Source: an optimization exercise on an open RTL-to-GDS flow (aim: small area, a short achievable clock period and few clock cycles). Production flows keep margins and buffers that such runs may drop.
Only simulation tests tie the RTL to the original design; equivalence was not proved.
Power and IR drop assume default switching activity.

## flow/design.v (module list and top-level ports; edited modules follow where they fit)
// module rrr_codec: 1795 lines
module rrr_codec (
    input  wire        clk,
    input  wire        rst,       
    input  wire        start,
    input  wire [1:0]  op,        
    input  wire [63:0] arg0,
    input  wire [63:0] arg1,
    output wire        ready,
    output reg         done,
    output reg         fault,     
    output wire [63:0] finfo,     
    output wire [63:0] res0,
    output wire [63:0] res1
);
  // ...
==> flow/run.sh <==
#!/bin/bash
# synth_recipe.tcl (not shown) runs the flow's synth.tcl, then flattens the netlist and writes it again
# the make line also repeats each setting of config.mk as NAME=value (left out here)
make -C /OpenROAD-flow-scripts/flow DESIGN_CONFIG=/design/flow/config.mk WORK_HOME=/design/flow/orfs CLKGATE_MAP_FILE= SYNTH_SCRIPT=/design/flow/synth_recipe.tcl finish
==> flow/config.mk <==
export PLATFORM = sky130hd
export DESIGN_NAME = rrr_codec
export DESIGN_NICKNAME = rrr_codec
export VERILOG_FILES = /design/flow/design.v
export SDC_FILE = /design/flow/constraint.sdc
export NUM_CORES = 4
export LEC_CHECK = 0
export CAP_MARGIN = 20
export CORE_MARGIN = 2
export CORE_UTILIZATION = 40
export PLACE_DENSITY = 0.6
export SLEW_MARGIN = 20
==> flow/constraint.sdc <==
create_clock -name core_clock -period 10.0 [get_ports {clk}]
set_input_delay 2.0000 -clock core_clock [delete_from_list [all_inputs] [get_ports {clk}]]
set_output_delay 2.0000 -clock core_clock [all_outputs]
set_load 0.01 [all_outputs]
==> summary.md, run 1 <==
| Metric | Value |
|---|---|
| Stop stage | `synthesis` |
| Status | `stopped before the end` |
| Err | `ERROR: TCL interpreter returned an error: Source files actually used in the design:` |
| Yosys warns | `1` |
Testbench counts, summed over its fixed seeds: cycles 81,293.
==> run 2, diff against run 1 <==
--- a/flow/config.mk
+++ b/flow/config.mk
@@ -5,8 +5,10 @@
 export SDC_FILE = /design/flow/constraint.sdc
 export NUM_CORES = 4
 export LEC_CHECK = 0
+export ABC_AREA = 1
 export CAP_MARGIN = 20
 export CORE_MARGIN = 2
-export CORE_UTILIZATION = 40
-export PLACE_DENSITY = 0.6
+export CORE_UTILIZATION = 20
+export PLACE_DENSITY = 0.35
 export SLEW_MARGIN = 20
+export SYNTH_MEMORY_MAX_BITS = 262144
==> run 2 against run 1 <==
Net effect: the flow stops in global routing.
==> summary.md, run 2 <==
| Metric | Value |
|---|---|
| Count of different cell masters after synthesis | `76` |
| Syn avg cell area | `5.63 sq um` |
| IO Port Bufs | `327` |
| FFs w/ async S/R, synth | `0%` |
| Bufs on Longest Clock Path | `2` |
| Pre-CTS setup slack | `-1090 ps` |
| GRT Util Overall | `94.5%` |
| FF+latch count, synth | `between 150 and 200` |
| Vias in the first global route | `150000` |
| Err | `[ERROR GRT-0116] Global routing finished with congestion. Check the congestion regions in the DRC Viewer.` |
| Root Buffer | `clkbuf_16` |
| Dpl cell area | `85400 sq um` |
| Status | `stopped before the end` |
| Most frequent cells after synthesis | `nand2_1, nor2_1, o21ai_0, inv_1, a21oi_1` |
| CTS Buf Count | `17` |
| Die H | `539 um` |
| DP HPWL | `951000 um` |
| FP Rows | `roughly 200` |
| Grt total ovfl | `between 15000 and 20000` |
| Share of the synthesized area in the top cell type | `a little under an eighth` |
| CTS sink count | `164` |
| Net Count, Synth | `10600` |
| Global-route wire length before repair | `1880000 um` |
| Die Width | `about 540 um` |
| Prevailing post-synth register cell | `edfxtp_1` |
| Cells after Synth | `10200` |
| Stop stage | `global routing` |
| Post-Synthesis Cell Area | `57200 sq um` |
| Count leader, synth | `nand2_1` |
| Number of synthesized flops with an enable pin | `153` |
| Synth area leaders | `o21ai_0, nand2_1, nor2_1, edfxtp_1, inv_1` |
| Yosys warns | `1 (unchanged)` |
| Seq/Total Area, Yosys | `8.42%` |
| GP Congestion | `between 1.5 and 2` |
| # IOs | `328` |
| Initial Util | `20.1%` |
| Htree depth | `4` |
| Biggest area consumer among synthesized cells | `o21ai_0` |
| Largest net degree at the start of global routing | `92` |
==> run 2: kinds of logic after synthesis <==
| logic type | synth area share, % |
|---|---|
| XOR/XNOR | 3.34 |
| AO/OA/AOI/OAI | 40.7 |
| AND/OR/NAND/NOR | 27.7 |
| flip-flops | 8.42 |
| adder cells (fa/ha/maj) | 6.61 |
| buffers and inverters | 13.3 |
==> run 2: timing repair <==
item / in CTS
setup endpoints to repair: 189
gates resized for setup: 130
hold buffers: 0
buffers inserted: 8
pin swaps: 14
==> run 2: worst max-delay path by stage <==
stage,startpoint,to,slack [ps],depth (start not counted)
2_1_floorplan,rk[3],clsz[0],10,51
3_3_place_gp,rk[1],clsz[2],-1540,52
3_5_place_dp,rk[1],clsz[2],-1090,53
4_1_cts,rk[1],clsz[2],1,54
==> run 2: per-stage QoR <==
stage | hold slack [ps] | std cells
after floorplan | 526 | 10200
after global placement | 509 | 16200
after detailed placement | 538 | 16200
after CTS | 563 | 16300
==> run 2: per-layer routing <==
layer	track usage [%]	GRT overflow
met3	87.3	1805
met5	72.3	221
met4	92.3	2680
met2	107	8839
met1	91.6	2134
==> run 2: power by group through the flow <==
stage	Sequential (uW)	Combinational, uW	Clock (uW)
2_1_floorplan	1930	14100	0
3_3_place_gp	1450	20600	0
3_5_place_dp	1470	20400	0
4_1_cts	1450	20600	732
==> run 3, diff against run 2 <==
--- a/flow/config.mk
+++ b/flow/config.mk
@@ -8,7 +8,7 @@
 export ABC_AREA = 1
 export CAP_MARGIN = 20
 export CORE_MARGIN = 2
-export CORE_UTILIZATION = 20
-export PLACE_DENSITY = 0.35
+export CORE_UTILIZATION = 40
+export PLACE_DENSITY = 0.6
 export SLEW_MARGIN = 20
 export SYNTH_MEMORY_MAX_BITS = 262144
==> run 3 against run 2 <==
Net effect: the flow again stops in global routing; synthesized cell count unchanged; synthesized area unchanged.
==> summary.md, run 3 <==
| Metric | Value |
|---|---|
| Status | `stopped before the end` |
| Stop stage | `global routing` |
| Err | `[ERROR GRT-0116] Global routing finished with congestion. Check the congestion regions in the DRC Viewer.` |
| Vias in the first global route | `115000` |
| # IOs | `328 (unchanged)` |
| Most frequent cells after synthesis | `nand2_1, nor2_1, o21ai_0, inv_1, a21oi_1` |
| FF+latch count, synth | `164 (unchanged)` |
| FFs w/ async S/R, synth | `0% (unchanged)` |
| IO Port Bufs | `327 (unchanged)` |
| Post-Synthesis Cell Area | `57200 sq um (unchanged)` |
| Biggest area consumer among synthesized cells | `o21ai_0` |
| Yosys warns | `1 (unchanged)` |
| CTS Buf Count | `17 (unchanged)` |
| Root Buffer | `clkbuf_16` |
| Htree depth | `4 (unchanged)` |
| Seq/Total Area, Yosys | `8.42% (unchanged)` |
| Syn avg cell area | `5.63 sq um (unchanged)` |
| Cells after Synth | `10200 (unchanged)` |
| Grt total ovfl | `31900` |
| Net Count, Synth | `10600 (unchanged)` |
| Bufs on Longest Clock Path | `2 (unchanged)` |
| Global-route wire length before repair | `~1200000 um` |
| GRT Util Overall | `119%` |
| Share of the synthesized area in the top cell type | `11.9% (unchanged)` |
| Die Width | `382 um (-29%)` |
| Prevailing post-synth register cell | `edfxtp_1` |
| Number of synthesized flops with an enable pin | `153 (unchanged)` |
| GP Congestion | `2.64 (+48%)` |
| FP Rows | `138 (-30%)` |
| DP HPWL | `550000 um (-42%)` |
| CTS sink count | `164 (unchanged)` |
| Synth area leaders | `o21ai_0, nand2_1, nor2_1, edfxtp_1, inv_1` |
| CTS resizes | `0 (-100%)` |
| Setup Fix Bufs, Post-CTS | `0 (-8)` |
| Largest net degree at the start of global routing | `119` |
| Die H | `382 um (-29%)` |
| Post-CTS Hold Fix Bufs | `0 (unchanged)` |
| Count of different cell masters after synthesis | `76 (unchanged)` |
| Dpl cell area | `67200 sq um (-21%)` |
| Count leader, synth | `nand2_1` |
| Initial Util | `40.3% (+20 points)` |
[run 3: cell counts after synthesis]
Identical to the previous run, type by type.
[run 3: how the worst max path moves through the flow]
stage / slack [ps] / cells past startpoint / to / from
after CTS: 340 / 47 / clsz[1] / rk[2]
after detailed placement: 390 / 47 / clsz[1] / rk[2]
after global placement: 20 / 38 / clsz[1] / rk[1]
after floorplan: 10 / 51 / clsz[0] / rk[3]
[run 3: through the flow]
step	hold WS, ps	total power (uW)	utilization (%)	setup slack (ps)	std cells
after CTS	528	17100	47.9	344	12500
after detailed placement	525	16400	47.4	390	12500
after global placement	501	16100	47.4	21.2	12500
after floorplan	526	16000	-	14.0	10200
[run 3: per-layer routing]
layer,global-route usage [%],overflow
met4,110,3201
met5,95.2,482
met2,144,14800
met1,114,9715
met3,103,3752
[run 3: power groups by stage]
| stage | registers, uW | clock network (uW) | logic, uW |
|---|---|---|---|
| after floorplan | 1930 | 0 | 14100 |
| after global placement | 1500 | 0 | 14600 |
| after detailed placement | 1510 | 0 | 14900 |
| after CTS | 1490 | 740 | 14900 |
[run 3: kinds of logic after synthesis]
| group | share of synthesized area [%] |
|---|---|
| compound gates | 40.7 |
| xor+xnor | 3.34 |
| fa+ha+maj | 6.61 |
| buf+inv | 13.3 |
| flops | 8.42 |
| simple gates | 27.7 |
